Background: an optimization exercise with open tools, aiming at small area. Do not read the settings as production practice. Only simulation tests tie the RTL to the original design; equivalence was not proved. Power figures rest on the tool's default switching activity, not on a simulated workload.

run A:
==> flow/design.v (excerpt) <==
module m95m02_seq (
    input  wire        clk,
    input  wire        rst,           
    input  wire        cmd_valid,
    output wire        cmd_ready,
    input  wire [3:0]  cmd_op,
    input  wire [31:0] cmd_addr,
    input  wire [31:0] cmd_len,
    input  wire [7:0]  cmd_data,
    output reg         rsp_valid,
    output wire [31:0] rsp_count,
    output wire [7:0]  rsp_data,
    output wire        rsp_flag,
    output wire [2:0]  rsp_err,
    output wire [31:0] buf_idx,
    output wire        buf_we,
    output wire [7:0]  buf_wdata,
    input  wire [7:0]  buf_rdata,
    output wire        t_init,
    output wire        t_req,
    output reg  [7:0]  t_out,
    input  wire        t_ack,
    input  wire [7:0]  t_in,
    input  wire        t_fail,
    output wire        frame_active,
    input  wire [2:0]  reg_addr,
    output reg  [31:0] reg_rdata
);
clock: 8.0 ns
lec_check: 0
abc_area: 1
cap_margin: 20
core_margin: 2
core_utilization: 40
slew_margin: 20
standard.sh (not shown) runs the stock make flow with config.mk's settings and CLKGATE_MAP_FILE= SYNTH_SCRIPT=/design/flow/synth_recipe.tcl, a recipe that flattens the netlist after the stock synthesis.
==> flow/flow/run.sh <==
#!/bin/bash
# Own layout flow: the standard flow with these changes.
#  1. Synthesis is the standard flow's synthesis script with a stronger area-oriented ABC
#     script (flow/area.abc) for the combinational logic; registers, their
#     names and cell types are as in the standard synthesis.
#  2. Ports are buffered with the smallest buffer (buf_1) instead of the
#     default clkdlybuf4s50_1.
#  3. Clock tree built from smaller clock buffers, without dummy loads.
#  4. Synthesis leaves adders to ABC (no ADDER_MAP_FILE half/full-adder cells).
# Each tool's full output goes to a log file in this folder.
set -euo pipefail
W=$PWD
F=$W/flow

sed "s#^source \$::env(SCRIPTS_DIR)/synth_preamble.tcl#&\nset abc_args [lreplace \$abc_args 1 1 $F/area.abc]#" \
    "$FLOW_HOME/scripts/synth.tcl" > "$W/own_synth_core.tcl"
grep -q "$F/area.abc" "$W/own_synth_core.tcl"
sed "s#\$::env(SCRIPTS_DIR)/synth.tcl#$W/own_synth_core.tcl#" "$W/synth_recipe.tcl" > "$W/own_synth.tcl"
grep -q own_synth_core "$W/own_synth.tcl"

bash standard.sh SYNTH_SCRIPT="$W/own_synth.tcl" ADDER_MAP_FILE= synth > "$W/synth.log" 2>&1
bash standard.sh \
    "BUFFER_PORTS_ARGS=-buffer_cell sky130_fd_sc_hd__buf_1" \
    "CTS_ARGS=-sink_clustering_enable -repair_clock_nets -dont_use_dummy_load -buf_list sky130_fd_sc_hd__clkbuf_4 -root_buf sky130_fd_sc_hd__clkbuf_8" \
    finish > "$W/layout.log" 2>&1
test -s "$W/out/final.def"
==> flow/flow/area.abc <==
&get -n
&st
&deepsyn -T 60
&dch -f
&nf -p -R 1000
&put
### run A -> run B
diff --git a/flow/flow/run.sh b/flow/flow/run.sh
--- a/flow/flow/run.sh
+++ b/flow/flow/run.sh
@@ -8,4 +8,6 @@
 #  3. Clock tree built from smaller clock buffers, without dummy loads.
 #  4. Synthesis leaves adders to ABC (no ADDER_MAP_FILE half/full-adder cells).
+#  5. Synthesis buffers are removed at floorplan (placement is not timing
+#     driven, so global placement does not remove them).
 # Each tool's full output goes to a log file in this folder.
 set -euo pipefail
@@ -21,4 +23,5 @@
 bash standard.sh SYNTH_SCRIPT="$W/own_synth.tcl" ADDER_MAP_FILE= synth > "$W/synth.log" 2>&1
 bash standard.sh \
+    REMOVE_ABC_BUFFERS=1 \
     "BUFFER_PORTS_ARGS=-buffer_cell sky130_fd_sc_hd__buf_1" \
     "CTS_ARGS=-sink_clustering_enable -repair_clock_nets -dont_use_dummy_load -buf_list sky130_fd_sc_hd__clkbuf_4 -root_buf sky130_fd_sc_hd__clkbuf_8" \
diff --git a/flow/config.mk b/flow/config.mk
--- a/flow/config.mk
+++ b/flow/config.mk
@@ -10,3 +10,4 @@
 export CORE_MARGIN = 2
 export CORE_UTILIZATION = 40
+export GPL_TIMING_DRIVEN = 0
 export SLEW_MARGIN = 20
Results
- Delta(routing usage on met1, run B - run A) < 0
- Run B vs run A, register-to-register slack went down by 0.79 ns.
- Weighted congestion reported at the end of routability-driven placement: run B vs run A down about 4.3%
- Post-CTS clock slew at the launch and capture registers of the worst setup and hold paths (run B over run A): decrease, 0.02 ns
- Run A → run B: count of vias placed by the detailed router shows a reduction of 36, power increased 0.0052 mW, wire length decreased about 0.8%, clock skew now sits lower, final area flat.
- On post-route worst setup slack, run A beats run B.
Input changes introduced in run C (baseline for comparison: run B):
==> flow/flow/run.sh <==
#!/bin/bash
# Own layout flow: the standard flow with two changes.
#  1. Synthesis is the standard flow's synthesis script with a stronger area-oriented ABC
#     script (flow/area.abc) for the combinational logic; registers, their
#     names and cell types are as in the standard synthesis.
#  2. Ports are buffered with the smallest buffer (buf_1) instead of the
#     default clkdlybuf4s50_1.
# Each tool's full output goes to a log file in this folder.
set -euo pipefail
W=$PWD
F=$W/flow

sed "s#^source \$::env(SCRIPTS_DIR)/synth_preamble.tcl#&\nset abc_args [lreplace \$abc_args 1 1 $F/area.abc]#" \
    "$FLOW_HOME/scripts/synth.tcl" > "$W/own_synth_core.tcl"
grep -q "$F/area.abc" "$W/own_synth_core.tcl"
sed "s#\$::env(SCRIPTS_DIR)/synth.tcl#$W/own_synth_core.tcl#" "$W/synth_recipe.tcl" > "$W/own_synth.tcl"
grep -q own_synth_core "$W/own_synth.tcl"

bash standard.sh SYNTH_SCRIPT="$W/own_synth.tcl" synth > "$W/synth.log" 2>&1
bash standard.sh "BUFFER_PORTS_ARGS=-buffer_cell sky130_fd_sc_hd__buf_1" finish > "$W/layout.log" 2>&1
test -s "$W/out/final.def"
diff --git a/flow/config.mk b/flow/config.mk
--- a/flow/config.mk
+++ b/flow/config.mk
@@ -10,4 +10,3 @@
 export CORE_MARGIN = 2
 export CORE_UTILIZATION = 40
-export GPL_TIMING_DRIVEN = 0
 export SLEW_MARGIN = 20
Cell area ends up lower on run B.
Routed wire length: run C worse than run B
Relative to run B, met1 track demand over resource has gone up in run C.
#### Input delta (run D over run C)
diff --git a/flow/flow/run.sh b/flow/flow/run.sh
--- a/flow/flow/run.sh
+++ b/flow/flow/run.sh
@@ -1,4 +1,4 @@
 #!/bin/bash
-# Own layout flow: the standard flow with two changes.
+# Own layout flow: the standard flow with these changes.
 #  1. Synthesis is the standard flow's synthesis script with a stronger area-oriented ABC
 #     script (flow/area.abc) for the combinational logic; registers, their
@@ -6,4 +6,5 @@
 #  2. Ports are buffered with the smallest buffer (buf_1) instead of the
 #     default clkdlybuf4s50_1.
+#  3. Clock tree built from smaller clock buffers, without dummy loads.
 # Each tool's full output goes to a log file in this folder.
 set -euo pipefail
@@ -18,4 +19,7 @@
 
 bash standard.sh SYNTH_SCRIPT="$W/own_synth.tcl" synth > "$W/synth.log" 2>&1
-bash standard.sh "BUFFER_PORTS_ARGS=-buffer_cell sky130_fd_sc_hd__buf_1" finish > "$W/layout.log" 2>&1
+bash standard.sh \
+    "BUFFER_PORTS_ARGS=-buffer_cell sky130_fd_sc_hd__buf_1" \
+    "CTS_ARGS=-sink_clustering_enable -repair_clock_nets -dont_use_dummy_load -buf_list sky130_fd_sc_hd__clkbuf_4 -root_buf sky130_fd_sc_hd__clkbuf_8" \
+    finish > "$W/layout.log" 2>&1
 test -s "$W/out/final.def"
diff --git a/flow/config.mk b/flow/config.mk
--- a/flow/config.mk
+++ b/flow/config.mk
@@ -7,6 +7,7 @@
 export LEC_CHECK = 0
 export ABC_AREA = 1
-export CAP_MARGIN = 20
+export CAP_MARGIN = 10
 export CORE_MARGIN = 2
-export CORE_UTILIZATION = 40
-export SLEW_MARGIN = 20
+export CORE_UTILIZATION = 60
+export GPL_TIMING_DRIVEN = 0
+export SLEW_MARGIN = 10
[summary]
- The final worst hold slack of run C and that of run D are within noise of each other.
- Taking run C as the reference, in run D count of cell instances traversed by the critical path +1; distinct cell type count of the synthesized netlist has remained practically unchanged; final non-filler cell area went up by 1.5%; power -16%; number of clock buffers in the layout down 2.

[separate check: timing with driven ports]
In the flow no input, the clock included, has a driving cell. The finished layouts below were timed again as built, in two steps.
Step 1 sets driving cells, clkbuf_16 on the clock port and buf_2 on the other inputs (assumed; they add their load-dependent delay and slew).
Step 2 moves the port delays by t, midway between the first and last clock arrival at a register: inputs arrive t later, outputs are due t later. That takes back most of the time a late clock gives input paths.
Slacks: ideal ports / drivers / drivers and shift; pairs: ideal ports / drivers.
run	shift t [ns]	setup slack, ns	worst hold slack (ns)	pins driven straight from the clock port
run A	0.412	2.061 / 2.061 / 2.061	0.510 / 0.510 / 0.510	1
run B	0.399	1.269 / 1.269 / 1.269	0.518 / 0.518 / 0.518	1
run C	0.401	2.496 / 2.516 / 2.116	0.518 / 0.518 / 0.518	1
run D	0.397	2.140 / 2.151 / 1.754	0.518 / 0.518 / 0.518	1
After both steps setup and hold are still met in every run listed. The setup slack of run D, which loses most, moves by +0.011 ns with the drivers and by -0.386 ns with both steps.
